This is an optimization exercise on Yosys and OpenROAD, whose aim is small area and few clock cycles, not a production implementation.
Only simulation tests tie the RTL to the original design; equivalence was not proved.
Power and IR drop assume default switching activity.

[design.v]
module qurv_codec (
    input  wire        clk,
    input  wire        rst,           
    input  wire        step_valid,
    input  wire        step_kind,     
    input  wire [23:0] step_word,
    output reg         done,
    output reg         rdata_valid,
    output reg  [15:0] rdata,
    output wire        tx_valid,
    output wire [7:0]  tx_data,
    input  wire        tx_ready
);
    localparam integer PAYLOAD_MAX = 32;
    localparam integer BODY_MAX    = PAYLOAD_MAX + 6;
    localparam integer RX_BUDGET   = 2 * BODY_MAX + 2;
    localparam [7:0] HOST_ADDR  = 8'h42;
    localparam [7:0] TYPE_READ  = 8'h04;
    localparam [7:0] TYPE_WRITE = 8'h05;
    localparam [7:0] ACK_READ   = 8'h08;
    localparam [7:0] ACK_WRITE  = 8'h03;
    localparam [7:0] START      = 8'h0D;
    localparam [7:0] ENDM       = 8'h0A;
    localparam [7:0] ESC        = 8'h5E;
    localparam [7:0] ESC_OFFSET = 8'h40;
    localparam [2:0] XS_IDLE = 3'd0, XS_BUSY = 3'd1, XS_OK = 3'd2, XS_TIMEOUT = 3'd3,
                     XS_TRANSPORT = 3'd4, XS_CHECKSUM = 3'd5, XS_MALFORMED = 3'd6,
                     XS_ACK = 3'd7;
    localparam [3:0] F_ILLCMD = 4'h1, F_ILLSEQ = 4'h2, F_TXOVF = 4'h4, F_BADIDX = 4'h8;
    localparam [1:0] SK_NONE = 2'd0, SK_READ = 2'd1, SK_WRITE = 2'd2, SK_OTHER = 2'd3;
    localparam [1:0] RS_OFF = 2'd0, RS_HUNT = 2'd1, RS_DATA = 2'd2, RS_ESCD = 2'd3;
    localparam [1:0] TP_START = 2'd0, TP_BODY = 2'd1, TP_ESC2 = 2'd2, TP_END = 2'd3;
    localparam [2:0] TC_DST = 3'd0, TC_TYP = 3'd1, TC_REG = 3'd2, TC_CLRP = 3'd3,
                     TC_PUSH = 3'd4, TC_SEND = 3'd5, TC_RST = 3'd7;
    localparam [1:0] PD_NONE = 2'd0, PD_TX = 2'd1, PD_CRC = 2'd2, PD_PAY = 2'd3;
    function [15:0] crc16_step;
        input [15:0] c;
        input [7:0]  b;
        integer k;
        reg [15:0] r;
        begin
            r = c ^ {b, 8'h00};
            for (k = 0; k < 8; k = k + 1)
                r = r[15] ? ((r << 1) ^ 16'h1021) : (r << 1);
            crc16_step = r;
        end
    endfunction
    function is_reserved;
        input [7:0] b;
        is_reserved = (b == START) || (b == ENDM) || (b == ESC);
    endfunction
    reg [15:0] crc;
    reg [7:0]  tx_dst, tx_type, tx_reg;
    reg [7:0]  tx_pay [0:PAYLOAD_MAX-1];
    reg [5:0]  tx_len;
    reg [15:0] tx_crc;        
    reg [2:0]  xstat;
    reg [3:0]  fault;
    reg [1:0]  sent_kind;
    reg [1:0]  rx_state;
    reg [7:0]  rx_raw [0:RX_BUDGET-1];
    reg [6:0]  rx_count;
    reg [5:0]  rx_blen;
    reg        rx_esc [0:BODY_MAX-1];    
    reg [7:0]  rx_b0, rx_b1, rx_b2, rx_b3;    
    reg [15:0] rx_crc_run;                    
    reg [7:0]  rx_h1, rx_h0;                  
    reg        rx_e1, rx_e0;                  
    reg [5:0]  cur_j;
    reg [6:0]  cur_p;
    reg        tx_busy;
    reg [1:0]  tx_phase;
    reg [5:0]  tx_idx;        
    reg [1:0]  pend;
    reg [2:0]  p_op;
    reg [7:0]  p_val;
    wire [7:0]  op  = step_word[23:16];
    wire [15:0] arg = step_word[15:0];
    wire        z_ok = (arg == 16'h0000);
    wire        b_ok = (arg[15:8] == 8'h00);
    wire [7:0]  imm8 = arg[7:0];
    wire [1:0]  ev_kind = step_word[9:8];
    wire [7:0]  ev_data = step_word[7:0];
    wire cmd_in = step_valid && !step_kind;
    wire ev_in  = step_valid && step_kind;
    wire [5:0]  tx_pay_sel = tx_len + 6'd3 - tx_idx;    
    wire        tx_cur_is_msg = (tx_idx < tx_len + 6'd4);
    wire        tx_last_body  = (tx_idx == tx_len + 6'd5);
    reg  [7:0]  tx_cur;
    always @(*) begin
        if (tx_idx == 6'd0)      tx_cur = tx_dst;
        else if (tx_idx == 6'd1) tx_cur = HOST_ADDR;
        else if (tx_idx == 6'd2) tx_cur = tx_type;
        else if (tx_idx == 6'd3) tx_cur = tx_reg;
        else if (tx_cur_is_msg)  tx_cur = tx_pay[tx_pay_sel[4:0]];
        else if (!tx_last_body)  tx_cur = tx_crc[15:8];
        else                     tx_cur = tx_crc[7:0];
    end
    reg [7:0] tx_wire;
    always @(*) begin
        case (tx_phase)
            TP_START: tx_wire = START;
            TP_BODY:  tx_wire = is_reserved(tx_cur) ? ESC : tx_cur;
            TP_ESC2:  tx_wire = tx_cur + ESC_OFFSET;
            default:  tx_wire = ENDM;
        endcase
    end
    assign tx_valid = tx_busy;
    assign tx_data  = tx_wire;
    wire crc_final = !tx_busy || (tx_phase != TP_START && !tx_cur_is_msg);
    wire       in_tc  = cmd_in && ((op == 8'h01 && z_ok) ||
                                   (op[7:3] == 5'b00100 &&
                                    ((op[2:0] == 3'd3 || op[2:0] == 3'd5) ? z_ok :
                                     (op[2:0] != 3'd6 && op[2:0] != 3'd7) ? b_ok : 1'b0)));
    wire [2:0] in_tc_op = (op == 8'h01) ? TC_RST : op[2:0];
    wire       tc_go  = !tx_busy && (in_tc || pend == PD_TX);
    wire [2:0] tc_op  = (pend == PD_TX) ? p_op  : in_tc_op;
    wire [7:0] tc_val = (pend == PD_TX) ? p_val : imm8;
    wire        res_ok  = (xstat == XS_OK) || (xstat == XS_CHECKSUM) || (xstat == XS_ACK);
    wire [5:0]  rx_plen = rx_blen - 6'd6;
    reg [15:0] rd_val;
    always @(*) begin
        case (imm8)
            8'h00: rd_val = {13'd0, xstat};
            8'h01: rd_val = {12'd0, fault};
            8'h02: rd_val = crc;
            8'h03: rd_val = {8'd0, tx_dst};
            8'h04: rd_val = {8'd0, tx_type};
            8'h05: rd_val = {8'd0, tx_reg};
            8'h06: rd_val = {10'd0, tx_len};
            8'h07: rd_val = tx_crc;
            8'h08: rd_val = res_ok ? {8'd0, rx_b0} : 16'h0000;
            8'h09: rd_val = res_ok ? {8'd0, rx_b1} : 16'h0000;
            8'h0A: rd_val = res_ok ? {8'd0, rx_b2} : 16'h0000;
            8'h0B: rd_val = res_ok ? {8'd0, rx_b3} : 16'h0000;
            8'h0C: rd_val = res_ok ? {8'd0, rx_b2} : 16'h0000;
            8'h0D: rd_val = res_ok ? {10'd0, rx_plen} : 16'h0000;
            8'h0E: rd_val = res_ok ? {rx_h1, rx_h0} : 16'h0000;
            8'h0F: rd_val = res_ok ? rx_crc_run : 16'h0000;
            8'h10: rd_val = (xstat == XS_CHECKSUM) ? {8'd0, rx_b0} : 16'h0000;
            8'h11: rd_val = {9'd0, rx_count};
            8'h12: rd_val = {14'd0, rx_state};
            8'h13: rd_val = {10'd0, rx_blen};
            8'h14: rd_val = {14'd0, sent_kind};
            default: rd_val = 16'h0000;
        endcase
    end
    wire        pay_ok  = res_ok && (arg[15:6] == 10'd0) && (arg[5:0] < rx_plen);
    wire [5:0]  pay_t   = rx_blen - 6'd3 - arg[5:0];
    wire        raw_ok  = (arg[15:7] == 9'd0) && (arg[6:0] < rx_count);
    wire        pay_now  = cmd_in && op == 8'h32 && pay_ok && pay_t == cur_j;
    wire        pay_hit  = (pend == PD_PAY) && p_val[5:0] == cur_j;
    wire        cur_esc  = rx_esc[cur_j];
    wire [6:0]  raw_addr = (pend == PD_PAY) || (op == 8'h32) ? cur_p : arg[6:0];
    wire [7:0]  raw_rd   = rx_raw[raw_addr];
    wire [7:0]  pay_byte = cur_esc ? raw_rd - ESC_OFFSET : raw_rd;
    always @(posedge clk) begin
        if (rst) begin
            crc         <= 16'h0000;
            tx_dst      <= 8'h00;
            tx_type     <= 8'h00;
            tx_reg      <= 8'h00;
            tx_len      <= 6'd0;
            tx_crc      <= 16'h0000;
            xstat       <= XS_IDLE;
            fault       <= 4'h0;
            sent_kind   <= SK_NONE;
            rx_state    <= RS_OFF;
            rx_blen     <= 6'd0;
            rx_count    <= 7'd0;
            tx_busy     <= 1'b0;
            tx_phase    <= TP_START;
            tx_idx      <= 6'd0;
            pend        <= PD_NONE;
            done        <= 1'b0;
            rdata_valid <= 1'b0;
            rdata       <= 16'h0000;
        end else begin
            done        <= 1'b0;
            rdata_valid <= 1'b0;
            rdata       <= 16'h0000;
            if (tx_busy && tx_ready) begin
                case (tx_phase)
                    TP_START: begin
                        tx_phase <= TP_BODY;
                        tx_idx   <= 6'd0;
                    end
                    TP_BODY: begin
                        if (tx_cur_is_msg)
                            tx_crc <= crc16_step(tx_crc, tx_cur);
                        if (is_reserved(tx_cur))
                            tx_phase <= TP_ESC2;
                        else if (tx_last_body)
                            tx_phase <= TP_END;
                        else
                            tx_idx <= tx_idx + 6'd1;
                    end
                    TP_ESC2: begin
                        if (tx_last_body)
                            tx_phase <= TP_END;
                        else begin
                            tx_phase <= TP_BODY;
                            tx_idx   <= tx_idx + 6'd1;
                        end
                    end
                    default: begin
                        tx_busy <= 1'b0;
                    end
                endcase
            end
            if (pend == PD_CRC && crc_final) begin
                pend        <= PD_NONE;
                done        <= 1'b1;
                rdata_valid <= 1'b1;
                rdata       <= tx_crc;
            end
            if (pend == PD_PAY) begin
                if (pay_hit) begin
                    pend        <= PD_NONE;
                    done        <= 1'b1;
                    rdata_valid <= 1'b1;
                    rdata       <= {8'd0, pay_byte};
                    cur_j       <= cur_j - 6'd1;
                    cur_p       <= cur_p - 7'd1 - cur_esc;
                end else if (p_val[5:0] > cur_j) begin
                    cur_j <= rx_blen - 6'd3;
                    cur_p <= rx_count - 7'd4 - rx_e0 - rx_e1;
                end else begin
                    cur_j <= cur_j - 6'd1;
                    cur_p <= cur_p - 7'd1 - cur_esc;
                end
            end
            if (in_tc && tx_busy) begin
                pend  <= PD_TX;
                p_op  <= in_tc_op;
                p_val <= imm8;
            end
            if (tc_go) begin
                pend <= PD_NONE;
                done <= 1'b1;
                case (tc_op)
                    TC_DST:  tx_dst  <= tc_val;
                    TC_TYP:  tx_type <= tc_val;
                    TC_REG:  tx_reg  <= tc_val;
                    TC_CLRP: tx_len  <= 6'd0;
                    TC_PUSH: begin
                        if (tx_len == PAYLOAD_MAX) fault <= fault | F_TXOVF;
                        else begin
                            tx_pay[tx_len[4:0]] <= tc_val;
                            tx_len <= tx_len + 6'd1;
                        end
                    end
                    TC_SEND: begin
                        if (xstat == XS_BUSY || fault != 4'h0) fault <= fault | F_ILLSEQ;
                        else begin
                            tx_busy    <= 1'b1;
                            tx_phase   <= TP_START;
                            tx_idx     <= 6'd0;
                            tx_crc     <= 16'h0000;
                            sent_kind  <= (tx_type == TYPE_READ)  ? SK_READ  :
                                          (tx_type == TYPE_WRITE) ? SK_WRITE : SK_OTHER;
                            rx_blen    <= 6'd0;
                            rx_count   <= 7'd0;
                            rx_state   <= RS_HUNT;
                            xstat      <= XS_BUSY;
                        end
                    end
                    default: begin  
                        crc         <= 16'h0000;
                        tx_dst      <= 8'h00;
                        tx_type     <= 8'h00;
                        tx_reg      <= 8'h00;
                        tx_len      <= 6'd0;
                        tx_crc      <= 16'h0000;
                        xstat       <= XS_IDLE;
                        fault       <= 4'h0;
                        sent_kind   <= SK_NONE;
                        rx_state    <= RS_OFF;
                        rx_blen     <= 6'd0;
                        rx_count    <= 7'd0;
                    end
                endcase
            end
            if (ev_in) begin
                done <= 1'b1;
                if (xstat == XS_BUSY) begin
                    case (ev_kind)
                        2'd0: begin : tp_byte
                            reg closed, overflow, append, escd;
                            reg [7:0] abyte;
                            closed   = 1'b0;
                            overflow = 1'b0;
                            append   = 1'b0;
                            escd     = 1'b0;
                            abyte    = ev_data;
                            rx_raw[rx_count] <= ev_data;
                            rx_count <= rx_count + 7'd1;
                            case (rx_state)
                                RS_HUNT: begin
                                    if (ev_data == START) begin
                                        rx_state   <= RS_DATA;
                                        rx_blen    <= 6'd0;
                                        rx_crc_run <= 16'h0000;
                                    end
                                end
                                RS_DATA: begin
                                    if (ev_data == START) begin
                                        rx_blen    <= 6'd0;
                                        rx_crc_run <= 16'h0000;
                                    end else if (ev_data == ENDM) begin
                                        rx_state <= RS_OFF;
                                        closed   = 1'b1;
                                    end else if (ev_data == ESC) begin
                                        rx_state <= RS_ESCD;
                                    end else if (rx_blen == BODY_MAX) begin
                                        overflow = 1'b1;
                                    end else begin
                                        append = 1'b1;
                                    end
                                end
                                RS_ESCD: begin
                                    if (rx_blen == BODY_MAX) begin
                                        overflow = 1'b1;
                                    end else begin
                                        append   = 1'b1;
                                        escd     = 1'b1;
                                        abyte    = ev_data - ESC_OFFSET;
                                        rx_state <= RS_DATA;
                                    end
                                end
                                default: ;
                            endcase
                            if (append) begin
                                rx_esc[rx_blen] <= escd;
                                rx_blen <= rx_blen + 6'd1;
                                rx_h1   <= rx_h0;
                                rx_h0   <= abyte;
                                rx_e1   <= rx_e0;
                                rx_e0   <= escd;
                                if (rx_blen == 6'd0) rx_b0 <= abyte;
                                if (rx_blen == 6'd1) rx_b1 <= abyte;
                                if (rx_blen == 6'd2) rx_b2 <= abyte;
                                if (rx_blen == 6'd3) rx_b3 <= abyte;
                                if (rx_blen >= 6'd2)
                                    rx_crc_run <= crc16_step(rx_crc_run, rx_h1);
                            end
                            if (closed) begin
                                if (rx_blen < 6'd6) begin
                                    xstat <= XS_MALFORMED;
                                end else begin
                                    cur_j <= rx_blen - 6'd3;
                                    cur_p <= rx_count - 7'd3 - rx_e0 - rx_e1;
                                    if ({rx_h1, rx_h0} == rx_crc_run)
                                        xstat <= XS_OK;
                                    else
                                        xstat <= XS_CHECKSUM;
                                end
                            end else if (overflow) begin
                                xstat    <= XS_MALFORMED;
                                rx_state <= RS_OFF;
                            end else if (rx_count == RX_BUDGET - 1) begin
                                xstat    <= XS_TIMEOUT;
                                rx_state <= RS_OFF;
                            end
                        end
                        2'd1: begin
                            xstat    <= XS_TIMEOUT;
                            rx_state <= RS_OFF;
                        end
                        default: begin
                            xstat    <= XS_TRANSPORT;
                            rx_state <= RS_OFF;
                        end
                    endcase
                end
            end
            if (cmd_in && !in_tc) begin
                done <= 1'b1;
                case (op)
                    8'h00: begin  
                        if (!z_ok) fault <= fault | F_ILLCMD;
                    end
                    8'h02: begin  
                        if (!b_ok) fault <= fault | F_ILLCMD;
                        else if (imm8 == 8'h07 && !crc_final) begin
                            done <= 1'b0;
                            pend <= PD_CRC;
                        end else begin
                            rdata_valid <= 1'b1;
                            rdata       <= rd_val;
                            if (imm8 > 8'h14) fault <= fault | F_BADIDX;
                        end
                    end
                    8'h10: begin  
                        if (!z_ok) fault <= fault | F_ILLCMD;
                        else crc <= 16'h0000;
                    end
                    8'h11: begin  
                        if (!b_ok) fault <= fault | F_ILLCMD;
                        else crc <= crc16_step(crc, imm8);
                    end
                    8'h12: begin  
                        if (!z_ok) fault <= fault | F_ILLCMD;
                        else begin
                            rdata_valid <= 1'b1;
                            rdata       <= crc;
                        end
                    end
                    8'h30: begin  
                        if (!z_ok) fault <= fault | F_ILLCMD;
                        else if (xstat == XS_BUSY) fault <= fault | F_ILLSEQ;
                        else begin
                            sent_kind   <= SK_NONE;
                            rx_blen     <= 6'd0;
                            rx_count    <= 7'd0;
                            rx_state    <= RS_HUNT;
                            xstat       <= XS_BUSY;
                        end
                    end
                    8'h31: begin  
                        if (!z_ok) fault <= fault | F_ILLCMD;
                        else if (xstat == XS_OK) begin
                            if (!((sent_kind == SK_READ  && rx_b2 == ACK_READ) ||
                                  (sent_kind == SK_WRITE && rx_b2 == ACK_WRITE)))
                                xstat <= XS_ACK;
                        end
                    end
                    8'h32: begin  
                        if (!pay_ok) begin
                            rdata_valid <= 1'b1;
                            fault       <= fault | F_BADIDX;
                        end else if (pay_now) begin
                            rdata_valid <= 1'b1;
                            rdata       <= {8'd0, pay_byte};
                            cur_j       <= cur_j - 6'd1;
                            cur_p       <= cur_p - 7'd1 - cur_esc;
                        end else begin
                            done  <= 1'b0;
                            pend  <= PD_PAY;
                            p_val <= {2'b00, pay_t};
                        end
                    end
                    8'h33: begin  
                        rdata_valid <= 1'b1;
                        if (raw_ok) rdata <= {8'd0, raw_rd};
                        else        fault <= fault | F_BADIDX;
                    end
                    default: fault <= fault | F_ILLCMD;
                endcase
            end
        end
    end
endmodule
[run.sh]
#!/bin/bash
# synth_recipe.tcl (not shown) runs the flow's synth.tcl, then flattens the netlist and writes it again
# the make line also repeats each setting of config.mk as NAME=value (left out here)
make -C /OpenROAD-flow-scripts/flow DESIGN_CONFIG=/design/flow/config.mk WORK_HOME=/design/flow/orfs CLKGATE_MAP_FILE= SYNTH_SCRIPT=/design/flow/synth_recipe.tcl finish
[config.mk]
export PLATFORM = sky130hd
export DESIGN_NAME = qurv_codec
export DESIGN_NICKNAME = qurv_codec
export VERILOG_FILES = /design/flow/design.v
export SDC_FILE = /design/flow/constraint.sdc
export NUM_CORES = 4
export LEC_CHECK = 0
export CAP_MARGIN = 20
export CORE_MARGIN = 2
export CORE_UTILIZATION = 40
export PLACE_DENSITY = 0.6
export SLEW_MARGIN = 20
[constraint.sdc]
create_clock -name core_clock -period 10.0 [get_ports {clk}]
set_input_delay 2.0000 -clock core_clock [delete_from_list [all_inputs] [get_ports {clk}]]
set_output_delay 2.0000 -clock core_clock [all_outputs]
set_load 0.01 [all_outputs]
==> results of run 1 <==
worst max-delay path, stage by stage (launching register included):
cell and delay [ns]:
dfxtp_1 0.50, inv_1 0.16, ha_1 0.33, ha_2 1.05
buf_4 0.39, mux4_2 0.32, a211oi_1 0.38, a211oi_1 0.18
a211oi_1 0.57, o31a_1 0.33, nor3_1 0.10, o21ai_2 0.26
o211ai_1 0.27, o32ai_1 0.34, clkdlybuf4s50_1 0.59
path summary, 6_finish.rpt:
check | start | end | slack (ns)
setup / recovery | tx_len[1] | tx_data[7] | 1.47
hold / removal | tx_reg[0] | tx_reg[0] | 0.47
setup reg to reg | tx_len[1] | tx_idx[1] | 4.30
hold reg to reg | tx_reg[0] | tx_reg[0] | 0.47
Yosys cell counts, drive strengths merged, types with 14 or more instances:
| master | n |
|---|---|
| a211oi | 44 |
| a21o | 23 |
| a21oi | 170 |
| a22oi | 70 |
| a311oi | 25 |
| a31oi | 38 |
| and2 | 14 |
| and3 | 31 |
| buf | 87 |
| clkbuf | 100 |
| dfxtp | 121 |
| edfxtp | 1008 |
| ha | 78 |
| inv | 85 |
| mux2 | 14 |
| mux2i | 71 |
| mux4 | 226 |
| nand2 | 384 |
| nand2b | 15 |
| nand3 | 93 |
| nand4 | 24 |
| nor2 | 385 |
| nor3 | 53 |
| nor4 | 26 |
| o211ai | 23 |
| o21ai | 142 |
| o22ai | 21 |
| xnor2 | 82 |
| xor2 | 38 |
through the flow:
stage / cell area (um^2) / power, mW / std cells / util / hold WS (ns)
after global routing: 57400 / 10.1 / 5481 / 0.449 / 0.497
after floorplan: 51500 / 5.49 / 3680 / - / 0.442
after detailed placement: 53700 / 5.68 / 5269 / 0.420 / 0.461
final: 57400 / 9.82 / 5481 / 0.449 / 0.467
after global placement: 53700 / 5.68 / 5268 / 0.420 / 0.458
after CTS: 57300 / 9.88 / 5479 / 0.449 / 0.469
per-layer routing:
layer  global-route usage  vias up  part of all wire
met3               0.0375      284             0.078
met5                    0        -                 0
met2                0.337     1500              0.45
li1                     -    14300                 -
met1                0.318    16700              0.43
met4               0.0848        0             0.037
cell usage in the layout, fill, tap and decap left out, drive strengths merged, types with 8 or more instances in the layout:
cell type,instances
nor2,385
and2,14
o31ai,8
o21ai,142
clkinv,54
nor2b,13
a221oi,11
nand2,384
xnor2,82
a21o,23
clkinvlp,10
inv,89
a31oi,38
and3,31
clkbuf,134
o211ai,23
nand3,93
a2111oi,13
mux2,14
buf,70
nor3,53
o22ai,21
a22oi,70
a311oi,25
edfxtp,1008
a211oi,44
bufinv,12
clkdlybuf4s50,46
nand2b,15
ha,78
nand4,24
mux4,226
nor4,26
nand3b,8
or3,13
xor2,38
a21oi,170
mux2i,71
dfxtp,121
final cells by class:
cell class	instances	area, um^2	area share
Multi-Input combinational cell	2275	17600	0.307
Timing Repair Buffer	116	1010	0.0177
Sequential cell	1129	32700	0.570
Clock inverter	76	727	0.0127
Clock buffer	134	2930	0.0510
Inverter	89	334	0.00582
Tap cell	1662	2080	0.0363
power groups by stage:
stage	Sequential (mW)	Combinational [mW]	Clock, mW
floorplan	5.24	0.255	0
global route	5.14	0.469	4.48
finish	5.14	0.441	4.23
CTS	5.14	0.436	4.30
detailed placement	5.24	0.435	0
global placement	5.24	0.431	0
cells by family after synthesis:
family / count (synthesis)
buffers and inverters: 276
adders and majority gates: 82
DFF: 1129
muxes: 311
AOI/OAI and AO/OA: 670
and+or+nand+nor: 1088
xor gates and xnor gates: 124
==> summary.md, run 1 <==
| Metric | Value |
|---|---|
| Status | complete, no violations |
| Pleak | 18.2 nW |
| Share of layout cells above drive strength 1 | 0.140 |
| Crit Path Class | flop to output pin |
| Syn nets | 3791 |
| Die width | 363 um |
| Setup TNS Final | 0 ns |
| Main combinational cell family by area after synthesis | multiplexers |
| Syn. warnings | 1 |
| Cell Area, Synth | 51500 um^2 |
| Reg with most FFs | rx_raw |
| Residual DRC | 0 |
| RSZ-0062 raised after global routing | false |
| Ranking of synthesized cells by area | edfxtp_1, mux4_2, dfxtp_1 |
| CTS resizes | 0 |
| Layout net count | 3834 |
| First-pass GRT wire length | 217 mm |
| Post-CTS setup buffers | 0 |
| Count of pins over their slew limit | 0 |
| Global-route usage over all layers | 0.222 |
| Vias per cell | 5.98 |
| Number of global-route vias before repair | 31.5k |
| P&R area growth vs syn | 11.5% |
| Tcrit/Tclk final | 0.853 |
| Cell Rows | 131 |
| Final Skew | 0.0295 ns |
| Routed Antenna Nets | 0 |
| Syn Area/Cell | 14.0 um^2 |
| Initial DRC count | 4445 |
| Flop pwr share | 0.524 |
| Clock latency at the later pin of the worst-skew pair | 0.72 ns |
| Ports | 56 |
| Post-detailed-placement half-perimeter wirelength | 99.2 mm |
| Final Wtd Congestion | 0.937 |
| Yosys cell types | 100 |
| CP Capture Type | output pin |
| Pwr/cell area | 171 nW/um^2 |
| Area leader, netlist | edfxtp_1 |
| Clk pwr share | 0.431 |
| CP Max Fanout | 40 |
| Root buffer cell | clkbuf_16 |
| Starting Density | 0.403 |
| Startpoint types | flop |
| Sw Pwr | 2.14 mW |
| Cts hold-fix bufs | 0 |
| Max_slew headroom | 0.233 |
| Switching Share | 0.218 |
| Post-synthesis instance total | 3680 |
| Mux contribution to synthesized area | 0.116 |
| Main flop type after synthesis | edfxtp_1 |
| CTS H-tree depth | 3 |
| Fmax | 0.117 GHz |
| Gate power share | 0.045 |
| Drt first pass iters | 11 |
| XOR/XNOR Fraction of Synth Area | 0.0237 |
| Largest net degree at the start of global routing | 142 |
| #FFs+latches synth | 1129 |
| Fillers | 11.2k |
| R2R depth | 13 |
| Worst EP required | 8.00 ns |
| DIE HEIGHT | 363 um |
| Sequential share of the synthesized area | 0.635 |
| Final setup vio count | 0 |
| Compound-Gate Fraction of Synth Area | 0.0857 |
| Diode count | 0 |
| Maximum vdd drop | 0.000138 V |
| Ys async rst share | 0 |
| Worst slack, placed | 2.17 ns |
| Total core area | 128000 um^2 |
| Via count | 32.8k |
| Slew @ Worst Pin | 1.15 ns |
| Final setup margin | 1.47 ns |
| Max reg flops | 624 |
| Clk pin slew, worst setup/hold paths | 0.07 ns |
| Initial antenna violation count | 0 |
| WP data arrival | 6.53 ns |
| Routed WL | 148 mm |
| Grt ovf | 0 |
| Buffers on Ports | 55 |
| CTS tree | built |
| Simple-gate share of the synthesized area | 0.0933 |
| Drt wl/cell | 26.9 um |
| Num CTS Buffers | 112 |
| Post-synth EDFFs | 1008 |
| Synth top area share | 0.588 |
| Max cap viols | 0 |
| Int Pwr | 7.67 mW |
| Final hold violations | 0 |
| Hold path cells | 2 |
| CTS Sinks | 1129 |
| Crit path time final | 8.53 ns |
| Post-Synth Adder-Cell Area | 0.0205 |
| DIE AREA | 132000 um^2 |
| Max Root-Sink Buffers | 3 |
| HP Class | flop to flop |
Testbench counts, summed over its fixed seeds: cycles 56,137.
==> inputs of run 2 (changes only) <==
--- a/design.v
+++ b/design.v
@@ -32,7 +32,8 @@
     localparam [1:0] TP_START = 2'd0, TP_BODY = 2'd1, TP_ESC2 = 2'd2, TP_END = 2'd3;
     localparam [2:0] TC_DST = 3'd0, TC_TYP = 3'd1, TC_REG = 3'd2, TC_CLRP = 3'd3,
                      TC_PUSH = 3'd4, TC_SEND = 3'd5, TC_RST = 3'd7;
-    localparam [1:0] PD_NONE = 2'd0, PD_TX = 2'd1, PD_CRC = 2'd2, PD_PAY = 2'd3;
+    localparam [2:0] PD_NONE = 3'd0, PD_TX = 3'd1, PD_CRC = 3'd2, PD_PAY = 3'd3, PD_EV = 3'd4,
+                     PD_RAW = 3'd5;
     function [15:0] crc16_step;
         input [15:0] c;
         input [7:0]  b;
@@ -51,14 +52,16 @@
     endfunction
     reg [15:0] crc;
     reg [7:0]  tx_dst, tx_type, tx_reg;
-    reg [7:0]  tx_pay [0:PAYLOAD_MAX-1];
+    reg [7:0]  tx_pay [0:PAYLOAD_MAX-1];    
+    reg [4:0]  tx_pos0;                     
     reg [5:0]  tx_len;
     reg [15:0] tx_crc;        
     reg [2:0]  xstat;
     reg [3:0]  fault;
     reg [1:0]  sent_kind;
     reg [1:0]  rx_state;
-    reg [7:0]  rx_raw [0:RX_BUDGET-1];
+    reg [7:0]  rx_raw [0:RX_BUDGET-1];      
+    reg [6:0]  rx_pos0;                     
     reg [6:0]  rx_count;
     reg [5:0]  rx_blen;
     reg        rx_esc [0:BODY_MAX-1];    
@@ -71,7 +74,7 @@
     reg        tx_busy;
     reg [1:0]  tx_phase;
     reg [5:0]  tx_idx;        
-    reg [1:0]  pend;
+    reg [2:0]  pend;
     reg [2:0]  p_op;
     reg [7:0]  p_val;
     wire [7:0]  op  = step_word[23:16];
@@ -82,7 +85,12 @@
     wire [1:0]  ev_kind = step_word[9:8];
     wire [7:0]  ev_data = step_word[7:0];
     wire cmd_in = step_valid && !step_kind;
-    wire ev_in  = step_valid && step_kind;
+    wire       ev_go   = (step_valid && step_kind) || pend == PD_EV;
+    wire [1:0] ev_k    = (pend == PD_EV) ? 2'd0  : ev_kind;
+    wire [7:0] ev_b    = (pend == PD_EV) ? p_val : ev_data;
+    wire [6:0] rx_next = (rx_pos0 == RX_BUDGET - 1) ? 7'd0 : rx_pos0 + 7'd1;
+    wire       raw_rdy = (rx_count == 7'd0) || (rx_next == rx_count);
+    wire       raw_wr  = ev_go && xstat == XS_BUSY && ev_k == 2'd0 && raw_rdy;
     wire [5:0]  tx_pay_sel = tx_len + 6'd3 - tx_idx;    
     wire        tx_cur_is_msg = (tx_idx < tx_len + 6'd4);
     wire        tx_last_body  = (tx_idx == tx_len + 6'd5);
@@ -92,7 +100,7 @@
         else if (tx_idx == 6'd1) tx_cur = HOST_ADDR;
         else if (tx_idx == 6'd2) tx_cur = tx_type;
         else if (tx_idx == 6'd3) tx_cur = tx_reg;
-        else if (tx_cur_is_msg)  tx_cur = tx_pay[tx_pay_sel[4:0]];
+        else if (tx_cur_is_msg)  tx_cur = tx_pay[tx_pos0 - tx_pay_sel[4:0]];
         else if (!tx_last_body)  tx_cur = tx_crc[15:8];
         else                     tx_cur = tx_crc[7:0];
     end
@@ -113,9 +121,11 @@
                                     ((op[2:0] == 3'd3 || op[2:0] == 3'd5) ? z_ok :
                                      (op[2:0] != 3'd6 && op[2:0] != 3'd7) ? b_ok : 1'b0)));
     wire [2:0] in_tc_op = (op == 8'h01) ? TC_RST : op[2:0];
-    wire       tc_go  = !tx_busy && (in_tc || pend == PD_TX);
     wire [2:0] tc_op  = (pend == PD_TX) ? p_op  : in_tc_op;
     wire [7:0] tc_val = (pend == PD_TX) ? p_val : imm8;
+    wire       push_rdy = tx_len[5] || (tx_len == 6'd0) || (tx_pos0 + 5'd1 == tx_len[4:0]);
+    wire       tc_go  = !tx_busy && (tc_op != TC_PUSH || push_rdy) && (in_tc || pend == PD_TX);
+    wire       pay_wr = tc_go && tc_op == TC_PUSH && !tx_len[5];
     wire        res_ok  = (xstat == XS_OK) || (xstat == XS_CHECKSUM) || (xstat == XS_ACK);
     wire [5:0]  rx_plen = rx_blen - 6'd6;
     reg [15:0] rd_val;
@@ -148,12 +158,27 @@
     wire        pay_ok  = res_ok && (arg[15:6] == 10'd0) && (arg[5:0] < rx_plen);
     wire [5:0]  pay_t   = rx_blen - 6'd3 - arg[5:0];
     wire        raw_ok  = (arg[15:7] == 9'd0) && (arg[6:0] < rx_count);
-    wire        pay_now  = cmd_in && op == 8'h32 && pay_ok && pay_t == cur_j;
-    wire        pay_hit  = (pend == PD_PAY) && p_val[5:0] == cur_j;
+    wire        pay_now  = cmd_in && op == 8'h32 && pay_ok && pay_t == cur_j && raw_even;
+    wire        pay_hit  = (pend == PD_PAY) && p_val[5:0] == cur_j && raw_even;
     wire        cur_esc  = rx_esc[cur_j];
-    wire [6:0]  raw_addr = (pend == PD_PAY) || (op == 8'h32) ? cur_p : arg[6:0];
-    wire [7:0]  raw_rd   = rx_raw[raw_addr];
+    wire [6:0]  raw_addr = (pend == PD_PAY) || (pend == PD_NONE && op == 8'h32) ? cur_p :
+                           (pend == PD_RAW) ? p_val[6:0] : arg[6:0];
+    wire [6:0]  raw_dif  = rx_pos0 - raw_addr;
+    wire [6:0]  raw_pl   = (rx_pos0 < raw_addr) ? raw_dif + RX_BUDGET : raw_dif;
+    wire        raw_even = !raw_pl[0];
+    wire [7:0]  raw_rd   = rx_raw[{raw_pl[6:1], 1'b0}];
     wire [7:0]  pay_byte = cur_esc ? raw_rd - ESC_OFFSET : raw_rd;
+    integer k;
+    always @(posedge clk) begin
+        for (k = PAYLOAD_MAX - 1; k > 0; k = k - 1)
+            tx_pay[k] <= tx_pay[k-1];
+        tx_pay[0] <= pay_wr ? tc_val : tx_pay[PAYLOAD_MAX-1];
+        tx_pos0   <= (pay_wr && tx_len == 6'd0) ? 5'd0 : tx_pos0 + 5'd1;
+        for (k = RX_BUDGET - 1; k > 0; k = k - 1)
+            rx_raw[k] <= rx_raw[k-1];
+        rx_raw[0] <= raw_wr ? ev_b : rx_raw[RX_BUDGET-1];
+        rx_pos0   <= (raw_wr && rx_count == 7'd0) ? 7'd0 : rx_next;
+    end
     always @(posedge clk) begin
         if (rst) begin
             crc         <= 16'h0000;
@@ -222,6 +247,7 @@
                     rdata       <= {8'd0, pay_byte};
                     cur_j       <= cur_j - 6'd1;
                     cur_p       <= cur_p - 7'd1 - cur_esc;
+                end else if (p_val[5:0] == cur_j) begin
                 end else if (p_val[5:0] > cur_j) begin
                     cur_j <= rx_blen - 6'd3;
                     cur_p <= rx_count - 7'd4 - rx_e0 - rx_e1;
@@ -230,7 +256,13 @@
                     cur_p <= cur_p - 7'd1 - cur_esc;
                 end
             end
-            if (in_tc && tx_busy) begin
+            if (pend == PD_RAW && raw_even) begin
+                pend        <= PD_NONE;
+                done        <= 1'b1;
+                rdata_valid <= 1'b1;
+                rdata       <= {8'd0, raw_rd};
+            end
+            if (in_tc && !tc_go) begin
                 pend  <= PD_TX;
                 p_op  <= in_tc_op;
                 p_val <= imm8;
@@ -246,7 +278,6 @@
                     TC_PUSH: begin
                         if (tx_len == PAYLOAD_MAX) fault <= fault | F_TXOVF;
                         else begin
-                            tx_pay[tx_len[4:0]] <= tc_val;
                             tx_len <= tx_len + 6'd1;
                         end
                     end
@@ -281,10 +312,14 @@
                     end
                 endcase
             end
-            if (ev_in) begin
+            if (ev_go && !raw_wr && xstat == XS_BUSY && ev_k == 2'd0) begin
+                pend  <= PD_EV;
+                p_val <= ev_b;
+            end else if (ev_go) begin
+                pend <= PD_NONE;
                 done <= 1'b1;
                 if (xstat == XS_BUSY) begin
-                    case (ev_kind)
+                    case (ev_k)
                         2'd0: begin : tp_byte
                             reg closed, overflow, append, escd;
                             reg [7:0] abyte;
@@ -292,25 +327,24 @@
                             overflow = 1'b0;
                             append   = 1'b0;
                             escd     = 1'b0;
-                            abyte    = ev_data;
-                            rx_raw[rx_count] <= ev_data;
+                            abyte    = ev_b;
                             rx_count <= rx_count + 7'd1;
                             case (rx_state)
                                 RS_HUNT: begin
-                                    if (ev_data == START) begin
+                                    if (ev_b == START) begin
                                         rx_state   <= RS_DATA;
                                         rx_blen    <= 6'd0;
                                         rx_crc_run <= 16'h0000;
                                     end
                                 end
                                 RS_DATA: begin
-                                    if (ev_data == START) begin
+                                    if (ev_b == START) begin
                                         rx_blen    <= 6'd0;
                                         rx_crc_run <= 16'h0000;
-                                    end else if (ev_data == ENDM) begin
+                                    end else if (ev_b == ENDM) begin
                                         rx_state <= RS_OFF;
                                         closed   = 1'b1;
-                                    end else if (ev_data == ESC) begin
+                                    end else if (ev_b == ESC) begin
                                         rx_state <= RS_ESCD;
                                     end else if (rx_blen == BODY_MAX) begin
                                         overflow = 1'b1;
@@ -324,7 +358,7 @@
                                     end else begin
                                         append   = 1'b1;
                                         escd     = 1'b1;
-                                        abyte    = ev_data - ESC_OFFSET;
+                                        abyte    = ev_b - ESC_OFFSET;
                                         rx_state <= RS_DATA;
                                     end
                                 end
@@ -441,9 +475,17 @@
                         end
                     end
                     8'h33: begin  
-                        rdata_valid <= 1'b1;
-                        if (raw_ok) rdata <= {8'd0, raw_rd};
-                        else        fault <= fault | F_BADIDX;
+                        if (!raw_ok) begin
+                            rdata_valid <= 1'b1;
+                            fault       <= fault | F_BADIDX;
+                        end else if (raw_even) begin
+                            rdata_valid <= 1'b1;
+                            rdata       <= {8'd0, raw_rd};
+                        end else begin
+                            done  <= 1'b0;
+                            pend  <= PD_RAW;
+                            p_val <= {1'b0, arg[6:0]};
+                        end
                     end
                     default: fault <= fault | F_ILLCMD;
                 endcase
==> summary.md, run 2 <==
| Metric | Value |
|---|---|
| Post-detailed-placement half-perimeter wirelength | 90.1 mm (-9.2%) |
| Sw Pwr | 4.51 mW (+110%) |
| Switching Share | 0.355 (+0.136) |
| Commonest non-fill, non-tap cell in the layout | dfxtp_1 |
| FF-to-FF End | rdata[7] |
| Pwr/cell area | 266 nW/um^2 (+56%) |
| Syn Area/Cell | 10.8 um^2 (-23%) |
| Post-synth EDFFs | 128 (-87%) |
| Synth top area share | 0.488 (-0.0999) |
| DIE HEIGHT | 326 um (-10%) |
| Ranking of synthesized cells by area | dfxtp_1, edfxtp_1, nor2_1 |
| Initial DRC count | 3127 (-30%) |
| Yosys cell types | 116 (+16%) |
| Status | complete, no violations |
| Gate power share | 0.289 (+0.244) |
| Int Pwr | 8.21 mW (+7.0%) |
| Residual DRC | 0 (unchanged) |
| Via count | 31.2k (-4.8%) |
| Count leader, synth | dfxtp_1 |
| Worst EP required | 8.00 ns (about the same) |
| Clk pin slew, worst setup/hold paths | 0.06 ns (about the same) |
| Fmax | 0.106 GHz (-9.8%) |
| Worst slack, placed | 0.808 ns (-1.36 ns) |
| Clock latency at the later pin of the worst-skew pair | 0.71 ns (about the same) |
| Tcrit/Tclk final | 0.946 (+0.0926) |
| CTS Sinks | 1142 (+1.2%) |
| Drt first pass iters | 8 (-3) |
| P&R area growth vs syn | 14.8% |
| Max_slew headroom | 0.191 (-0.0422) |
| Count of pins over their slew limit | 0 (unchanged) |
| WP data arrival | 7.46 ns (+0.93 ns) |
| Vias per cell | 5.79 (-3.1%) |
| Number of global-route vias before repair | 29.9k (-5.0%) |
| Syn nets | 3971 (+4.7%) |
| Max cap viols | 0 (unchanged) |
| Buffers on Ports | 55 (unchanged) |
| Area leader, netlist | dfxtp_1 |
| Maximum vdd drop | 0.000332 V (+140%) |
| Final hold violations | 0 (unchanged) |
| R2R depth | 24 (+11) |
| Root buffer cell | clkbuf_16 |
| Clk pwr share | 0.341 (-0.090) |
| Ys async rst share | 0 (unchanged) |
| Critical path capture point | tx_data[2] |
| HP Class | flop to flop |
| CTS tree | built |
| Commonest non-fill, non-tap cells in the layout | dfxtp_1, nor2_1, nand2_1, a21oi_1, o21ai_0 |
| CTS resizes | 0 (unchanged) |
| Main flop type after synthesis | dfxtp_1 |
| Post-synthesis instance total | 3848 (+4.6%) |
| Register-to-register setup slack | 3.43 ns (-0.87 ns) |
| Num CTS Buffers | 111 (-0.89%) |
| Initial antenna violation count | 5 (+5) |
| #FFs+latches synth | 1142 (+1.2%) |
| Routed WL | 127 mm (-14%) |
| Post-CTS setup buffers | 0 (unchanged) |
| Max reg flops | 624 (unchanged) |
| Setup TNS Final | 0 ns (unchanged) |
| Cell Area, Synth | 41600 um^2 (-19%) |
| Routed Antenna Nets | 0 (unchanged) |
| Global-route usage over all layers | 0.233 (+0.0108) |
| CP Max Fanout | 31 (-23%) |
| Final setup vio count | 0 (unchanged) |
| Largest net degree at the start of global routing | 54 (-62%) |
| Grt ovf | 0 (unchanged) |
| First-pass GRT wire length | 190 mm (-12%) |
| Total core area | 103000 um^2 (-19%) |
| Sequential share of the synthesized area | 0.581 (-0.0545) |
| Startpoint types | flop |
| RSZ-0062 raised after global routing | false |
| Syn. warnings | 3 (+2) |
| CTS H-tree depth | 3 (unchanged) |
| Cell Rows | 118 (-9.9%) |
| Share of layout cells above drive strength 1 | 0.104 (-0.0357) |
| Min Hold Slack | 0.266 ns (-0.201 ns) |
| Final setup margin | 0.543 ns (-0.926 ns) |
| Most frequent cells after synthesis | dfxtp_1, nor2_1, nand2_1 |
| Pleak | 17.6 nW (-3.4%) |
| Min-Delay Startpoint | rx_raw[75][6] |
| Drt wl/cell | 23.6 um (-12%) |
| Crit Path Class | flop to output pin |
| Starting Density | 0.402 (-0.000814) |
| Slew @ Worst Pin | 1.20 ns (+0.0548 ns) |
| Crit path time final | 9.46 ns (+0.926 ns) |
| Reg-to-Reg Start | pend[2] |
| DIE AREA | 107000 um^2 (-19%) |
| Reg with most FFs | rx_raw |
| Final Skew | 0.0641 ns (+0.0345 ns) |
| Crit path from | tx_len[1] |
| Cts hold-fix bufs | 0 (unchanged) |
| Die width | 326 um (-10%) |
| Max Root-Sink Buffers | 3 (unchanged) |
| Ports | 56 (unchanged) |
| Final Wtd Congestion | 0.999 (+6.5%) |
| Layout net count | 4042 (+5.4%) |
| CP Capture Type | output pin |
| Flop pwr share | 0.370 (-0.154) |
[run 2: cell count changes after synthesis, sizes merged, moves of 30 or more]
cell    previous run  this run
a21oi            170       208
a22o               4        43
a22oi             70       130
a32oi              7        39
buf               87        44
clkbuf           100       149
dfxtp            121      1014
edfxtp          1008       128
mux4             226        22
nand2            384       262
nor2             385       320
nor3              53       103
o21ai            142       172
[run 2: layout make-up]
| cell class | instances | area (um^2) |
|---|---|---|
| inverter | 99 | 372 |
| clock inverter | 52 | 651 |
| antenna | 1 | 2.50 |
| fill | 9595 | 55600 |
| multi-input combinational | 2414 | 16400 |
| timing repair buffer | 151 | 1280 |
| sequential | 1142 | 24100 |
| tap | 1380 | 1730 |
| clock buffer | 149 | 3200 |
[run 2: how the worst min path moves through the flow]
stage               depth (start not counted)  slack, ns       endpoint
detailed placement                          0       0.31   rx_raw[4][1]
global placement                            0       0.31   rx_raw[4][4]
global route                                0       0.27  rx_raw[76][6]
CTS                                         0       0.27  rx_raw[76][6]
finish                                      0       0.27  rx_raw[76][6]
floorplan                                   0       0.31  rx_raw[10][0]
[run 2: cell families after synthesis]
kind of cell / after synthesis / synth area share
flip-flops: 1142 / 0.581
AND/OR/NAND/NOR: 1061 / 0.122
AO/OA/AOI/OAI: 987 / 0.169
buffers and inverters: 292 / 0.0276
XOR/XNOR: 156 / 0.0355
multiplexers: 116 / 0.0357
adder cells (fa/ha/maj): 94 / 0.0299
[run 2: worst max-delay path, cell delays in order, from the launching register on]
cell	delay, ns
dfxtp_1	0.59
ha_1	0.24
inv_1	0.05
fa_1	0.46
ha_2	0.20
fa_2	0.38
xor2_1	0.19
xor3_2	0.81
and3_1	0.40
or4_1	0.56
a211oi_1	0.51
o21ai_1	0.25
a32oi_1	0.52
nand2_1	0.24
o31ai_4	0.46
o21ai_0	0.14
a21oi_1	0.18
clkdlybuf4s50_1	0.56
[run 2: power by group through the flow]
stage | clock, mW | combinational [mW] | sequential [mW]
finish | 4.34 | 3.68 | 4.70
global route | 4.58 | 3.86 | 4.70
CTS | 4.40 | 3.57 | 4.70
detailed placement | 0 | 3.56 | 4.80
global placement | 0 | 3.55 | 4.80
floorplan | 0 | 2.30 | 4.78
[run 2: metrics by stage]
| step | utilization | std cells | cell area (um^2) | total power [mW] |
|---|---|---|---|---|
| 2_1_floorplan | - | 3848 | 41600 | 7.08 |
| 3_5_place_dp | 0.424 | 5183 | 43800 | 8.36 |
| 6_report | 0.462 | 5388 | 47700 | 12.7 |
| 4_1_cts | 0.461 | 5384 | 47700 | 12.7 |
| 5_1_grt | 0.462 | 5387 | 47700 | 13.1 |
| 3_3_place_gp | 0.424 | 5183 | 43800 | 8.35 |
[run 2: layer usage]
| metal | vias up | wire length, um | track usage |
|---|---|---|---|
| li1 | 14300 | - | - |
| met1 | 15100 | 54900 | 0.317 |
| met2 | 1505 | 55600 | 0.356 |
| met3 | 350 | 11100 | 0.0502 |
| met4 | 8 | 5590 | 0.102 |
| met5 | - | 42 | 0 |
Testbench counts of run 2, summed over its fixed seeds: cycles 56,530.
==> inputs of run 3 (changes only) <==
--- a/design.v
+++ b/design.v
@@ -64,7 +64,7 @@
     reg [6:0]  rx_pos0;                     
     reg [6:0]  rx_count;
     reg [5:0]  rx_blen;
-    reg        rx_esc [0:BODY_MAX-1];    
+    reg        rx_esc [4:BODY_MAX-3];    
     reg [7:0]  rx_b0, rx_b1, rx_b2, rx_b3;    
     reg [15:0] rx_crc_run;                    
     reg [7:0]  rx_h1, rx_h0;                  
@@ -168,6 +168,7 @@
     wire        raw_even = !raw_pl[0];
     wire [7:0]  raw_rd   = rx_raw[{raw_pl[6:1], 1'b0}];
     wire [7:0]  pay_byte = cur_esc ? raw_rd - ESC_OFFSET : raw_rd;
+    wire [15:0] crc_nx = crc16_step(ev_go ? rx_crc_run : crc, ev_go ? rx_h1 : imm8);
     integer k;
     always @(posedge clk) begin
         for (k = PAYLOAD_MAX - 1; k > 0; k = k - 1)
@@ -365,7 +366,8 @@
                                 default: ;
                             endcase
                             if (append) begin
-                                rx_esc[rx_blen] <= escd;
+                                if (rx_blen >= 6'd4 && rx_blen <= BODY_MAX - 3)
+                                    rx_esc[rx_blen] <= escd;
                                 rx_blen <= rx_blen + 6'd1;
                                 rx_h1   <= rx_h0;
                                 rx_h0   <= abyte;
@@ -376,7 +378,7 @@
                                 if (rx_blen == 6'd2) rx_b2 <= abyte;
                                 if (rx_blen == 6'd3) rx_b3 <= abyte;
                                 if (rx_blen >= 6'd2)
-                                    rx_crc_run <= crc16_step(rx_crc_run, rx_h1);
+                                    rx_crc_run <= crc_nx;
                             end
                             if (closed) begin
                                 if (rx_blen < 6'd6) begin
@@ -431,7 +433,7 @@
                     end
                     8'h11: begin  
                         if (!b_ok) fault <= fault | F_ILLCMD;
-                        else crc <= crc16_step(crc, imm8);
+                        else crc <= crc_nx;
                     end
                     8'h12: begin  
                         if (!z_ok) fault <= fault | F_ILLCMD;
--- a/config.mk
+++ b/config.mk
@@ -8,5 +8,8 @@
 export CAP_MARGIN = 20
 export CORE_MARGIN = 2
 export CORE_UTILIZATION = 40
+export CTS_BUF_LIST = sky130_fd_sc_hd__clkbuf_4 sky130_fd_sc_hd__clkbuf_8
+export CTS_CLUSTER_DIAMETER = 50
+export CTS_CLUSTER_SIZE = 20
 export PLACE_DENSITY = 0.6
 export SLEW_MARGIN = 20
==> summary.md, run 3 <==
| Metric | Value |
|---|---|
| Worst EP required | 8.00 ns (about the same) |
| Max cap viols | 0 (unchanged) |
| CTS resizes | 0 (unchanged) |
| Routed WL | 127 mm (-0.32%) |
| CP Capture Type | output pin |
| Global-route usage over all layers | 0.238 (+0.00516) |
| Post-synthesis instance total | 3781 (-1.7%) |
| Final core occ | 0.447 (-0.0149) |
| DIE HEIGHT | 323 um (-0.94%) |
| Residual DRC | 0 (unchanged) |
| Ports | 56 (unchanged) |
| Crit path time final | 9.51 ns (+0.0485 ns) |
| Count of pins over their slew limit | 0 (unchanged) |
| Number of global-route vias before repair | 28.5k (-4.6%) |
| Cell Rows | 117 (-0.85%) |
| Cell Area, Synth | 40800 um^2 (-1.9%) |
| Max Root-Sink Buffers | 3 (unchanged) |
| Starting Density | 0.402 (about the same) |
| Final Wtd Congestion | 0.968 (-3.1%) |
| Buffers and inverters on the worst path | 3 (+1) |
| Drt wl/cell | 24.0 um (+1.5%) |
| Die width | 323 um (-0.94%) |
| Crit Path Class | flop to output pin |
| DIE AREA | 105000 um^2 (-1.9%) |
| CTS H-tree depth | 3 (unchanged) |
| Clock latency at the later pin of the worst-skew pair | 0.80 ns (+0.09 ns) |
| CP delay by family, top | compound AO/OA/AOI/OAI gates |
| Worst path cell trace | ha_1 > inv_1 > fa_1 > ha_2 > fa_2 > buf_4 > nor3b_1 > a221oi_1 > a21oi_1 > a2111oi_0 > o221ai_1 > o21ai_0 > o221ai_1 > o21ai_0 > a22o_1 > ha_1 > nand3_1 > or3_1 > a31oi_4 > o21ai_0 > a21oi_1 > clkdlybuf4s50_1 |
| Final setup vio count | 0 (unchanged) |
| CP Max Fanout | 21 (-32%) |
| Post-CTS setup buffers | 0 (unchanged) |
| P&R area growth vs syn | 11.2% |
| Synth top area share | 0.497 (+0.00893) |
| Drt first pass iters | 6 (-2) |
| Post-synth EDFFs | 122 (-4.7%) |
| Pleak | 16.4 nW (-7.1%) |
| Fmax | 0.105 GHz (-0.51%) |
| CP max stage cell | fa_2 |
| Via count | 30.4k (-2.7%) |
| Area leader, netlist | dfxtp_1 |
| Yosys cell types | 107 (-7.8%) |
| Routed Antenna Nets | 0 (unchanged) |
| Grt ovf | 0 (unchanged) |
| Slew @ Worst Pin | 1.22 ns (+0.0147 ns) |
| Count leader, synth | dfxtp_1 |
| First-pass GRT wire length | 188 mm (-1.2%) |
| Final hold violations | 0 (unchanged) |
| Initial DRC count | 3685 (+18%) |
| Cts hold-fix bufs | 0 (unchanged) |
| Reg with most FFs | rx_raw |
| Commonest non-fill, non-tap cells in the layout | dfxtp_1, nand2_1, nor2_1, a21oi_1, o21ai_0 |
| Share of layout cells above drive strength 1 | 0.0967 (-0.00713) |
| CTS tree | built |
| Ranking of synthesized cells by area | dfxtp_1, edfxtp_1, nand2_1 |
| Fillers | 9583 (-0.13%) |
| Total core area | 101000 um^2 (-1.8%) |
| Maximum vdd drop | 0.000191 V (-43%) |
| Syn Area/Cell | 10.8 um^2 (-0.15%) |
| Max reg flops | 624 (unchanged) |
| Initial antenna violation count | 10 (+5) |
| Setup TNS Final | 0 ns (unchanged) |
| CTS Sinks | 1135 (-0.61%) |
| RSZ-0062 raised after global routing | false |
| Final Non-Filler Cells | 5290 (-1.8%) |
| WP data arrival | 7.51 ns (+0.05 ns) |
| Total power | 9.95 mW (-22%) |
| Largest net degree at the start of global routing | 45 (-17%) |
| Post-detailed-placement half-perimeter wirelength | 90.9 mm (+0.91%) |
| Pwr/cell area | 219 nW/um^2 (-18%) |
| Vias per cell | 5.74 (-0.87%) |
| Layout net count | 3968 (-1.8%) |
| Ys async rst share | 0 (unchanged) |
| Max_slew headroom | 0.189 (-0.00137) |
| CP dominant cell by count | o21ai_0 |
| Num CTS Buffers | 100 (-9.9%) |
| Final Skew | 0.0558 ns (-0.00825 ns) |
| Buffers on Ports | 55 (unchanged) |
| Sequential share of the synthesized area | 0.587 (+0.00630) |
| Status | complete, no violations |
| Placed cells | 5111 (-1.4%) |
| Root buffer cell | clkbuf_8 |
| Main flop type after synthesis | dfxtp_1 |
| Most frequent cells after synthesis | dfxtp_1, nand2_1, nor2_1 |
| Syn. warnings | 3 (unchanged) |
| Syn nets | 3904 (-1.7%) |
| Clk pin slew, worst setup/hold paths | 0.10 ns (+0.04 ns) |
| #FFs+latches synth | 1135 (-0.61%) |
| Register-to-register setup slack | 3.18 ns (-0.25 ns) |
| Commonest non-fill, non-tap cell in the layout | dfxtp_1 |
| CP peak stage delay | 0.91 ns (+0.10 ns) |
| HP Class | flop to flop |
| Finished Cell Area | 45300 um^2 (-5.0%) |
| Placed cell area | 43000 um^2 (-1.9%) |
| Startpoint types | flop |
| Tcrit/Tclk final | 0.951 (+0.00485) |
-- run 3: cell types whose count changed after synthesis, sizes merged, moves of 18 or more --
cell,delta
a222oi,+26
clkbuf,-29
mux2i,+32
nand2,+54
nand3,+18
o211ai,-24
o21ai,-19
xnor2,-19
-- run 3: worst register-to-register path, stage by stage (launching register included) --
cell       delay [ns]
dfxtp_1          0.49
and3b_1          0.57
nor2_1           0.08
a21oi_1          0.22
o21ai_0          0.12
ha_1             0.22
fa_1             0.43
xor2_1           0.53
ha_1             0.45
nor2_1           0.11
mux2i_1          0.59
a2bb2oi_2        0.42
nor2_2           0.05
buf_4            0.24
a222oi_1         0.37
nand3_1          0.12
a222oi_1         0.38
o311ai_0         0.37
a221o_1          0.41
a222oi_1         0.28
o22ai_1          0.13
and2_1           0.17
-- run 3: power by group --
part | internal (mW) | switching [mW]
Combinational | 0.577 | 1.70
Sequential | 4.61 | 0.0310
Clock | 1.26 | 1.78
Total | 6.44 | 3.51
-- run 3: cell families after synthesis --
logic type                 after synthesis  share of synthesized area
AOI/OAI and AO/OA                      916                      0.158
xor gates and xnor gates               137                     0.0322
adders and majority gates               94                     0.0305
buffers and inverters                  269                     0.0268
DFF                                   1135                      0.587
muxes                                  141                     0.0414
and+or+nand+nor                       1089                      0.125
-- run 3: path summary, 6_finish.rpt --
| path | start | end | cells after the start |
|---|---|---|---|
| hold / removal | rx_raw[73][7] | rx_raw[74][7] | 0 |
| setup / recovery | tx_len[2] | tx_data[2] | 22 |
| setup reg to reg | pend[2] | rdata[5] | 21 |
| hold reg to reg | rx_raw[73][7] | rx_raw[74][7] | 0 |
-- run 3: layout make-up --
class                   count  area (um^2)  area share
repair buffers            131         1110      0.0246
diodes                      2         5.00    0.000110
clock buffers             107         1450      0.0319
well taps                1368         1710      0.0377
clock inverters            70          896      0.0198
multi-input cells        2377        15900       0.350
inverters                 100          375     0.00828
flip-flops and latches   1135        23900       0.528
-- run 3: through the flow --
step,hold WS [ns],worst slack (ns)
floorplan,0.310,2.34
global placement,0.310,0.178
detailed placement,0.312,0.632
CTS,0.299,0.432
global route,0.320,0.0245
finish,0.309,0.494
-- run 3: per-layer routing --
layer	vias to the layer above	GRT usage	share of wire
met1	14700	0.353	0.46
li1	13900	-	-
met4	6	0.0856	0.036
met2	1457	0.346	0.42
met5	-	0	0.00031
met3	274	0.0391	0.087
Testbench counts of run 3, summed over its fixed seeds: cycles 56,530.
==> inputs of run 4 (changes only) <==
--- a/design.v
+++ b/design.v
@@ -29,7 +29,8 @@
     localparam [3:0] F_ILLCMD = 4'h1, F_ILLSEQ = 4'h2, F_TXOVF = 4'h4, F_BADIDX = 4'h8;
     localparam [1:0] SK_NONE = 2'd0, SK_READ = 2'd1, SK_WRITE = 2'd2, SK_OTHER = 2'd3;
     localparam [1:0] RS_OFF = 2'd0, RS_HUNT = 2'd1, RS_DATA = 2'd2, RS_ESCD = 2'd3;
-    localparam [1:0] TP_START = 2'd0, TP_BODY = 2'd1, TP_ESC2 = 2'd2, TP_END = 2'd3;
+    localparam [3:0] TS_START = 4'd0, TS_H0 = 4'd1, TS_H1 = 4'd2, TS_H2 = 4'd3, TS_H3 = 4'd4,
+                     TS_PAY = 4'd5, TS_C0 = 4'd6, TS_C1 = 4'd7, TS_END = 4'd8;
     localparam [2:0] TC_DST = 3'd0, TC_TYP = 3'd1, TC_REG = 3'd2, TC_CLRP = 3'd3,
                      TC_PUSH = 3'd4, TC_SEND = 3'd5, TC_RST = 3'd7;
     localparam [2:0] PD_NONE = 3'd0, PD_TX = 3'd1, PD_CRC = 3'd2, PD_PAY = 3'd3, PD_EV = 3'd4,
@@ -72,8 +73,9 @@
     reg [5:0]  cur_j;
     reg [6:0]  cur_p;
     reg        tx_busy;
-    reg [1:0]  tx_phase;
-    reg [5:0]  tx_idx;        
+    reg [3:0]  tx_st;         
+    reg        tx_esc2;       
+    reg [4:0]  tx_j;          
     reg [2:0]  pend;
     reg [2:0]  p_op;
     reg [7:0]  p_val;
@@ -91,31 +93,29 @@
     wire [6:0] rx_next = (rx_pos0 == RX_BUDGET - 1) ? 7'd0 : rx_pos0 + 7'd1;
     wire       raw_rdy = (rx_count == 7'd0) || (rx_next == rx_count);
     wire       raw_wr  = ev_go && xstat == XS_BUSY && ev_k == 2'd0 && raw_rdy;
-    wire [5:0]  tx_pay_sel = tx_len + 6'd3 - tx_idx;    
-    wire        tx_cur_is_msg = (tx_idx < tx_len + 6'd4);
-    wire        tx_last_body  = (tx_idx == tx_len + 6'd5);
     reg  [7:0]  tx_cur;
     always @(*) begin
-        if (tx_idx == 6'd0)      tx_cur = tx_dst;
-        else if (tx_idx == 6'd1) tx_cur = HOST_ADDR;
-        else if (tx_idx == 6'd2) tx_cur = tx_type;
-        else if (tx_idx == 6'd3) tx_cur = tx_reg;
-        else if (tx_cur_is_msg)  tx_cur = tx_pay[tx_pos0 - tx_pay_sel[4:0]];
-        else if (!tx_last_body)  tx_cur = tx_crc[15:8];
-        else                     tx_cur = tx_crc[7:0];
+        case (tx_st)
+            TS_H0:   tx_cur = tx_dst;
+            TS_H1:   tx_cur = HOST_ADDR;
+            TS_H2:   tx_cur = tx_type;
+            TS_H3:   tx_cur = tx_reg;
+            TS_PAY:  tx_cur = tx_pay[tx_pos0 - tx_j];
+            TS_C0:   tx_cur = tx_crc[15:8];
+            default: tx_cur = tx_crc[7:0];
+        endcase
     end
+    wire tx_cur_is_msg = (tx_st != TS_START) && (tx_st <= TS_PAY);
     reg [7:0] tx_wire;
     always @(*) begin
-        case (tx_phase)
-            TP_START: tx_wire = START;
-            TP_BODY:  tx_wire = is_reserved(tx_cur) ? ESC : tx_cur;
-            TP_ESC2:  tx_wire = tx_cur + ESC_OFFSET;
-            default:  tx_wire = ENDM;
-        endcase
+        if (tx_st == TS_START)    tx_wire = START;
+        else if (tx_st == TS_END) tx_wire = ENDM;
+        else if (tx_esc2)         tx_wire = tx_cur + ESC_OFFSET;
+        else                      tx_wire = is_reserved(tx_cur) ? ESC : tx_cur;
     end
     assign tx_valid = tx_busy;
     assign tx_data  = tx_wire;
-    wire crc_final = !tx_busy || (tx_phase != TP_START && !tx_cur_is_msg);
+    wire crc_final = !tx_busy || (tx_st >= TS_C0);
     wire       in_tc  = cmd_in && ((op == 8'h01 && z_ok) ||
                                    (op[7:3] == 5'b00100 &&
                                     ((op[2:0] == 3'd3 || op[2:0] == 3'd5) ? z_ok :
@@ -195,8 +195,8 @@
             rx_blen     <= 6'd0;
             rx_count    <= 7'd0;
             tx_busy     <= 1'b0;
-            tx_phase    <= TP_START;
-            tx_idx      <= 6'd0;
+            tx_st       <= TS_START;
+            tx_esc2     <= 1'b0;
             pend        <= PD_NONE;
             done        <= 1'b0;
             rdata_valid <= 1'b0;
@@ -206,32 +206,29 @@
             rdata_valid <= 1'b0;
             rdata       <= 16'h0000;
             if (tx_busy && tx_ready) begin
-                case (tx_phase)
-                    TP_START: begin
-                        tx_phase <= TP_BODY;
-                        tx_idx   <= 6'd0;
-                    end
-                    TP_BODY: begin
-                        if (tx_cur_is_msg)
+                case (tx_st)
+                    TS_START: tx_st <= TS_H0;
+                    TS_END:   tx_busy <= 1'b0;
+                    default: begin
+                        if (!tx_esc2 && tx_cur_is_msg)
                             tx_crc <= crc16_step(tx_crc, tx_cur);
-                        if (is_reserved(tx_cur))
-                            tx_phase <= TP_ESC2;
-                        else if (tx_last_body)
-                            tx_phase <= TP_END;
-                        else
-                            tx_idx <= tx_idx + 6'd1;
-                    end
-                    TP_ESC2: begin
-                        if (tx_last_body)
-                            tx_phase <= TP_END;
+                        if (!tx_esc2 && is_reserved(tx_cur))
+                            tx_esc2 <= 1'b1;
                         else begin
-                            tx_phase <= TP_BODY;
-                            tx_idx   <= tx_idx + 6'd1;
+                            tx_esc2 <= 1'b0;
+                            case (tx_st)
+                                TS_H3: begin
+                                    tx_j  <= tx_len[4:0] - 5'd1;
+                                    tx_st <= (tx_len == 6'd0) ? TS_C0 : TS_PAY;
+                                end
+                                TS_PAY: begin
+                                    tx_j <= tx_j - 5'd1;
+                                    if (tx_j == 5'd0) tx_st <= TS_C0;
+                                end
+                                default: tx_st <= tx_st + 4'd1;
+                            endcase
                         end
                     end
-                    default: begin
-                        tx_busy <= 1'b0;
-                    end
                 endcase
             end
             if (pend == PD_CRC && crc_final) begin
@@ -286,8 +283,8 @@
                         if (xstat == XS_BUSY || fault != 4'h0) fault <= fault | F_ILLSEQ;
                         else begin
                             tx_busy    <= 1'b1;
-                            tx_phase   <= TP_START;
-                            tx_idx     <= 6'd0;
+                            tx_st      <= TS_START;
+                            tx_esc2    <= 1'b0;
                             tx_crc     <= 16'h0000;
                             sent_kind  <= (tx_type == TYPE_READ)  ? SK_READ  :
                                           (tx_type == TYPE_WRITE) ? SK_WRITE : SK_OTHER;
--- a/config.mk
+++ b/config.mk
@@ -7,9 +7,9 @@
 export LEC_CHECK = 0
 export CAP_MARGIN = 20
 export CORE_MARGIN = 2
-export CORE_UTILIZATION = 40
+export CORE_UTILIZATION = 60
 export CTS_BUF_LIST = sky130_fd_sc_hd__clkbuf_4 sky130_fd_sc_hd__clkbuf_8
-export CTS_CLUSTER_DIAMETER = 50
-export CTS_CLUSTER_SIZE = 20
-export PLACE_DENSITY = 0.6
+export CTS_CLUSTER_DIAMETER = 40
+export CTS_CLUSTER_SIZE = 16
+export PLACE_DENSITY = 0.75
 export SLEW_MARGIN = 20
==> summary.md, run 4 <==
| Metric | Value |
|---|---|
| Status | complete, no violations |
| Fmax | 0.111 GHz (+5.7%) |
| Finished Cell Area | 45100 um^2 (-0.51%) |
| Final Skew | 0.0619 ns (+0.00607 ns) |
| Buffers on Ports | 55 (unchanged) |
| Layout net count | 3976 (+0.20%) |
| Clock latency at the later pin of the worst-skew pair | 0.81 ns (about the same) |
| Final core occ | 0.671 (+0.224) |
| Via count | 31.9k (+5.0%) |
| WP data arrival | 6.99 ns (-0.52 ns) |
| Root buffer cell | clkbuf_8 |
| Yosys cell types | 107 (unchanged) |
| Cell Area, Synth | 40800 um^2 (about the same) |
| Syn nets | 3895 (-0.23%) |
| Num CTS Buffers | 113 (+13%) |
| Initial antenna violation count | 6 (-4) |
| Vias per cell | 6.62 (+15%) |
| Max_slew headroom | 0.238 (+0.0486) |
| Ranking of synthesized cells by area | dfxtp_1, edfxtp_1, nor2_1 |
| Pwr/cell area | 219 nW/um^2 (-0.19%) |
| CP Max Fanout | 16 (-24%) |
| Int Pwr | 6.61 mW (+2.6%) |
| Startpoint types | flop |
| Min-Delay Startpoint | rx_raw[21][5] |
| Post-synth EDFFs | 127 (+4.1%) |
| Most used routing layer | met2 |
| Most frequent cells after synthesis | dfxtp_1, nor2_1, nand2_1 |
| Crit path from | tx_pos0[0] |
| Starting Density | 0.606 (+0.204) |
| Syn Area/Cell | 10.8 um^2 (-0.11%) |
| Grt ovf | 0 (unchanged) |
| Count leader, synth | dfxtp_1 |
| Commonest non-fill, non-tap cell in the layout | dfxtp_1 |
| Sw Pwr | 3.27 mW (-6.7%) |
| DIE HEIGHT | 265 um (-18%) |
| Total core area | 67300 um^2 (-34%) |
| Crit Path Class | flop to output pin |
| Reg with most FFs | rx_raw |
| Clk pwr share | 0.330 (+0.025) |
| Share of layout cells above drive strength 1 | 0.103 (+0.00598) |
| DIE AREA | 70100 um^2 (-33%) |
| CP max stage cell | a211oi_2 |
| Cell Rows | 95 (-19%) |
| Count of pins over their slew limit | 0 (unchanged) |
| Main flop type after synthesis | dfxtp_1 |
| CP peak stage delay | 0.81 ns (-0.10 ns) |
| CP Capture Type | output pin |
| Gate power share | 0.198 (-0.031) |
run 4: cell types whose count changed after synthesis, moves of 17 or more:
cell and change:
inv_1 -18, a211oi_1 +17, clkbuf_1 +18, nor2_1 +31
a32oi_1 +22, o21ai_0 +17, nor3_1 -17, nand2_1 -39
run 4: power by group through the flow:
stage               Sequential, mW  Combinational (mW)  Clock, mW
finish                        4.65                1.96       3.27
global route                  4.66                2.01       3.46
CTS                           4.65                1.87       3.28
detailed placement            4.76                1.86          0
global placement              4.76                1.83          0
floorplan                     4.74                1.17          0
run 4: cell families after synthesis:
family / after synthesis / synth area share
adder cells (fa/ha/maj): 82 / 0.0261
AND/OR/NAND/NOR: 1079 / 0.125
multiplexers: 108 / 0.0312
AO/OA/AOI/OAI: 984 / 0.172
XOR/XNOR: 130 / 0.0299
flip-flops: 1137 / 0.589
buffers and inverters: 264 / 0.0260
run 4: path summary, 6_finish.rpt:
kind              depth (start not counted)  slack [ns]            end
hold / removal                            0        0.29  rx_raw[22][5]
setup / recovery                         19        1.01     tx_data[2]
hold reg to reg                           0        0.29  rx_raw[22][5]
setup reg to reg                         17        3.33        tx_j[4]
run 4: layer usage:
layer | wire, um | vias up
met3 | 15400 | 442
li1 | - | 14100
met1 | 52000 | 15200
met4 | 6400 | 8
met5 | 79 | -
met2 | 53600 | 2148
run 4: final cells by class:
type                    count  area, um^2
multi-input cells        2383       15800
well taps                 873        1090
flip-flops and latches   1137       24000
repair buffers            145        1220
diodes                      2        5.00
clock buffers             130        1720
inverters                  85         319
clock inverters            65         897
fillers                  5212       22200
run 4: stage by stage:
stage          power, mW  std cells
2_1_floorplan       5.91       3784
3_3_place_gp        6.59       4623
3_5_place_dp        6.62       4623
4_1_cts             9.81       4818
5_1_grt             10.1       4820
6_report            9.88       4820
Testbench counts of run 4, summed over its fixed seeds: cycles 56,530.

-- static timing again, ports no longer ideal --
How much do the figures lean on ideal ports? The routed layouts below were timed once more, with nothing changed but the port constraints.
Step 1, drivers: a clkbuf_16 drives clk and a buf_2 each remaining input, both assumed.
Step 2 moves the port delays by t, midway between the first and last clock arrival at a register: inputs arrive t later, outputs are due t later. That takes back most of the time a late clock gives input paths.
Slacks: ideal / step 1 / step 2; pairs: ideal / step 1.
run | t, ns | setup WS [ns] | worst hold slack (ns) | latest minus earliest clock arrival (ns) | cell pins on the clock port's net
run 1 | 0.795 | 1.469 / 1.386 / 2.099 | 0.467 / 0.467 / 0.467 | 0.035 / 0.035 | 1
run 2 | 0.754 | 0.543 / 0.473 / 0.617 | 0.266 / 0.266 / 0.266 | 0.081 / 0.081 | 1
run 3 | 0.832 | 0.494 / 0.431 / 0.459 | 0.309 / 0.309 / 0.309 | 0.061 / 0.062 | 1
run 4 | 0.840 | 1.006 / 0.941 / 0.607 | 0.293 / 0.293 / 0.293 | 0.067 / 0.066 | 1
After both steps setup and hold are still met in every run listed. The setup slack of run 4, which loses most, moves by -0.065 ns with the drivers and by -0.399 ns with both steps.
